This design comes from an exercise in tuning for small area, a short achievable clock period and few clock cycles on the open sky130 flow, not from production work.
Function was checked by simulation only, so behaviour that the tests miss may differ from the original.
Power and IR drop assume default switching activity.

==> flow/design.v (excerpt) <==
module line_decoder (
    input  wire               clk,
    input  wire               rst,
    input  wire               start,
    input  wire        [2:0]  cmd_scheme,
    input  wire        [15:0] cmd_ncells,
    input  wire signed [15:0] cmd_spb,
    input  wire        [11:0] cmd_fs,
    input  wire               s_valid,
    output wire               s_ready,
    input  wire signed [11:0] s_data,
    output reg                b_valid,
    output reg                b_bit,
    output reg                busy,
    output reg                done,
    output reg         [1:0]  res,
    output wire        [15:0] outlen
);
    localparam [2:0] SC_NRZL = 3'd0, SC_NRZI = 3'd1, SC_MAN = 3'd2, SC_DMAN = 3'd3,
                     SC_AMI  = 3'd4, SC_B8ZS = 3'd5, SC_HDB3 = 3'd6, SC_RSVD = 3'd7;
    localparam [1:0] RES_OK = 2'd0, RES_EMPTY = 2'd1, RES_INVALID = 2'd2, RES_UNSUP = 2'd3;
    reg  [15:0] n_l;
    reg  [13:0] h_l;         
  ...
export LEC_CHECK = 0
export CAP_MARGIN = 20
export CORE_MARGIN = 2
export CORE_UTILIZATION = 40
export PLACE_DENSITY = 0.6
export SLEW_MARGIN = 20
create_clock -name core_clock -period 12.0 [get_ports {clk}]
standard.sh (not shown) runs the stock make flow with config.mk's settings and CLKGATE_MAP_FILE= SYNTH_SCRIPT=/design/flow/synth_recipe.tcl, a recipe that flattens the netlist after the stock synthesis.
==> flow/flow/run.sh <==
#!/bin/bash
# Standard layout, with timing repair aimed at a tighter setup target than the clock period.
set -euo pipefail
bash standard.sh SETUP_SLACK_MARGIN=8.8 finish > standard_flow.log 2>&1
Testbench counts at the start, summed over its fixed seeds: cycles 62,204.
Edit:
==> flow/flow/run.sh (replaced) <==
#!/bin/bash
# Standard layout, with timing repair aimed at a tighter setup target than the clock period.
set -euo pipefail
bash standard.sh SETUP_SLACK_MARGIN=8.7 CORE_UTILIZATION=60 PLACE_DENSITY=0.75 CTS_CLUSTER_SIZE=24 CTS_CLUSTER_DIAMETER=80 finish > standard_flow.log 2>&1
After rerunning: Final area drops by 4.8%; worst setup slack is worse by 32 ps; register-to-register slack degrades by 70 ps; via count fell by 0.30%; core utilization came out higher by 21 points; first-iteration DRC count rose by 17%; clock skew goes up by 8.0 ps.

Another version of the RTL of line_decoder (not shown whole).
Size: about 1700 cells after synthesis, about 320 flip-flops, roughly 86 I/O pins, about 0.017 mm² of cells after synthesis.
clock: 12.0 ns
lec_check: 0
cap_margin: 20
core_margin: 2
core_utilization: 40
place_density: 0.6
slew_margin: 20
==> flow/flow/run.sh <==
#!/bin/bash
# Standard layout, with timing repair aimed at a tighter setup target than the clock period.
set -euo pipefail
bash standard.sh SETUP_SLACK_MARGIN=8.7 CORE_UTILIZATION=70 PLACE_DENSITY=0.85 CTS_CLUSTER_SIZE=24 CTS_CLUSTER_DIAMETER=80 finish > standard_flow.log 2>&1
Testbench counts at the start, summed over its fixed seeds: cycles 62,204.
Next try:
==> flow/flow/run.sh (replaced) <==
#!/bin/bash
# Standard layout, with timing repair aimed at a tighter setup target than the clock period.
set -euo pipefail
bash standard.sh SETUP_SLACK_MARGIN=8.6 CORE_UTILIZATION=60 PLACE_DENSITY=0.75 CTS_CLUSTER_SIZE=24 CTS_CLUSTER_DIAMETER=80 finish > standard_flow.log 2>&1
Result:
- The changed run completed with no timing, DRC or antenna violations
- clock skew increases by 0.0041 ns
- routed wire length came out lower by 8.6%
- core utilization came out lower by 11 points
- area after synthesis is unchanged
- global-route usage goes down by 5.5 points
- worst setup slack got worse by 0.021 ns
- total power went up by 0.73%
- critical path depth shrinks by 7
- clock-buffer cell count goes down by 4
Next try:
==> flow/run.sh (new file) <==
#!/bin/bash
# synth_recipe.tcl (not shown) runs the flow's synth.tcl, then flattens the netlist and writes it again
# the make line also repeats each setting of config.mk as NAME=value (left out here)
make -C /OpenROAD-flow-scripts/flow DESIGN_CONFIG=/design/flow/config.mk WORK_HOME=/design/flow/orfs CLKGATE_MAP_FILE= SYNTH_SCRIPT=/design/flow/synth_recipe.tcl finish
--- a/flow/config.mk
+++ b/flow/config.mk
@@ -9,4 +9,7 @@
 export CORE_MARGIN = 2
-export CORE_UTILIZATION = 40
-export PLACE_DENSITY = 0.6
+export CORE_UTILIZATION = 60
+export CTS_CLUSTER_DIAMETER = 80
+export CTS_CLUSTER_SIZE = 24
+export PLACE_DENSITY = 0.75
+export SETUP_SLACK_MARGIN = 5
 export SLEW_MARGIN = 20
removed: flow/flow/run.sh
removed: flow/standard.sh
=> Total power fell by 3.8%; setup slack gets worse by 1.0 ns; combinational power fell by about 4%.
Next try:
==> flow/flow/run.sh (new file) <==
#!/bin/bash
# Standard layout, with timing repair aimed at a tighter setup target than the clock period.
set -euo pipefail
bash standard.sh SETUP_SLACK_MARGIN=8.7 CORE_UTILIZATION=60 PLACE_DENSITY=0.75 CTS_CLUSTER_SIZE=20 CTS_CLUSTER_DIAMETER=70 CTS_BUF_LIST=sky130_fd_sc_hd__clkbuf_8 finish > standard_flow.log 2>&1
==> flow/standard.sh (new file) <==
#!/bin/bash
# synth_recipe.tcl (not shown) runs the flow's synth.tcl, then flattens the netlist and writes it again
# the make line also repeats each setting of config.mk as NAME=value (left out here)
make -C /OpenROAD-flow-scripts/flow DESIGN_CONFIG=/design/flow/config.mk WORK_HOME=/design/flow/orfs CLKGATE_MAP_FILE= SYNTH_SCRIPT=/design/flow/synth_recipe.tcl "${@:-finish}"
--- a/flow/config.mk
+++ b/flow/config.mk
@@ -9,7 +9,4 @@
 export CORE_MARGIN = 2
-export CORE_UTILIZATION = 60
-export CTS_CLUSTER_DIAMETER = 80
-export CTS_CLUSTER_SIZE = 24
-export PLACE_DENSITY = 0.75
-export SETUP_SLACK_MARGIN = 5
+export CORE_UTILIZATION = 40
+export PLACE_DENSITY = 0.6
 export SLEW_MARGIN = 20
removed: flow/run.sh
Outcome: Total power drops slightly. Sequential power hardly moves. Wire length rises by a few percent. Utilization goes up by 1.7 points. Worst hold slack improves by 0.0046 ns. Cell count went up slightly. Setup slack improved by 0.96 ns.

==> port drivers added, routing unchanged <==
The flow's constraints put no driver on any port. The routed layouts listed below were extracted and timed again, unchanged, in two steps.
Step 1: set_driving_cell puts a clkbuf_16 on clk and a buf_2 on each other input, an assumption about the parent block.
Step 2 also shifts input and output timing later by t, the mid clock arrival at the registers, as if the neighbouring blocks saw the same clock.
Slacks: ideal / step 1 / step 2; pairs: ideal / step 1.
run	t, ns	setup slack, ns	latest minus earliest clock arrival (ns)
the first run of note 1	0.569	8.617 / 8.565 / 8.272	0.016 / 0.016
the second run of note 1	0.570	8.585 / 8.533 / 8.172	0.024 / 0.024
the first run of note 2	0.552	8.583 / 8.540 / 8.063	0.016 / 0.016
the second run of note 2	0.562	8.563 / 8.513 / 8.108	0.019 / 0.018
the third run of note 2	0.551	7.552 / 7.559 / 7.007	0.029 / 0.029
the fourth run of note 2	0.631	8.512 / 8.461 / 8.108	0.029 / 0.029
After both steps setup and hold are still met in every run listed. The setup slack of the third run of note 2, which loses most, moves by +0.007 ns with the drivers and by -0.545 ns with both steps.
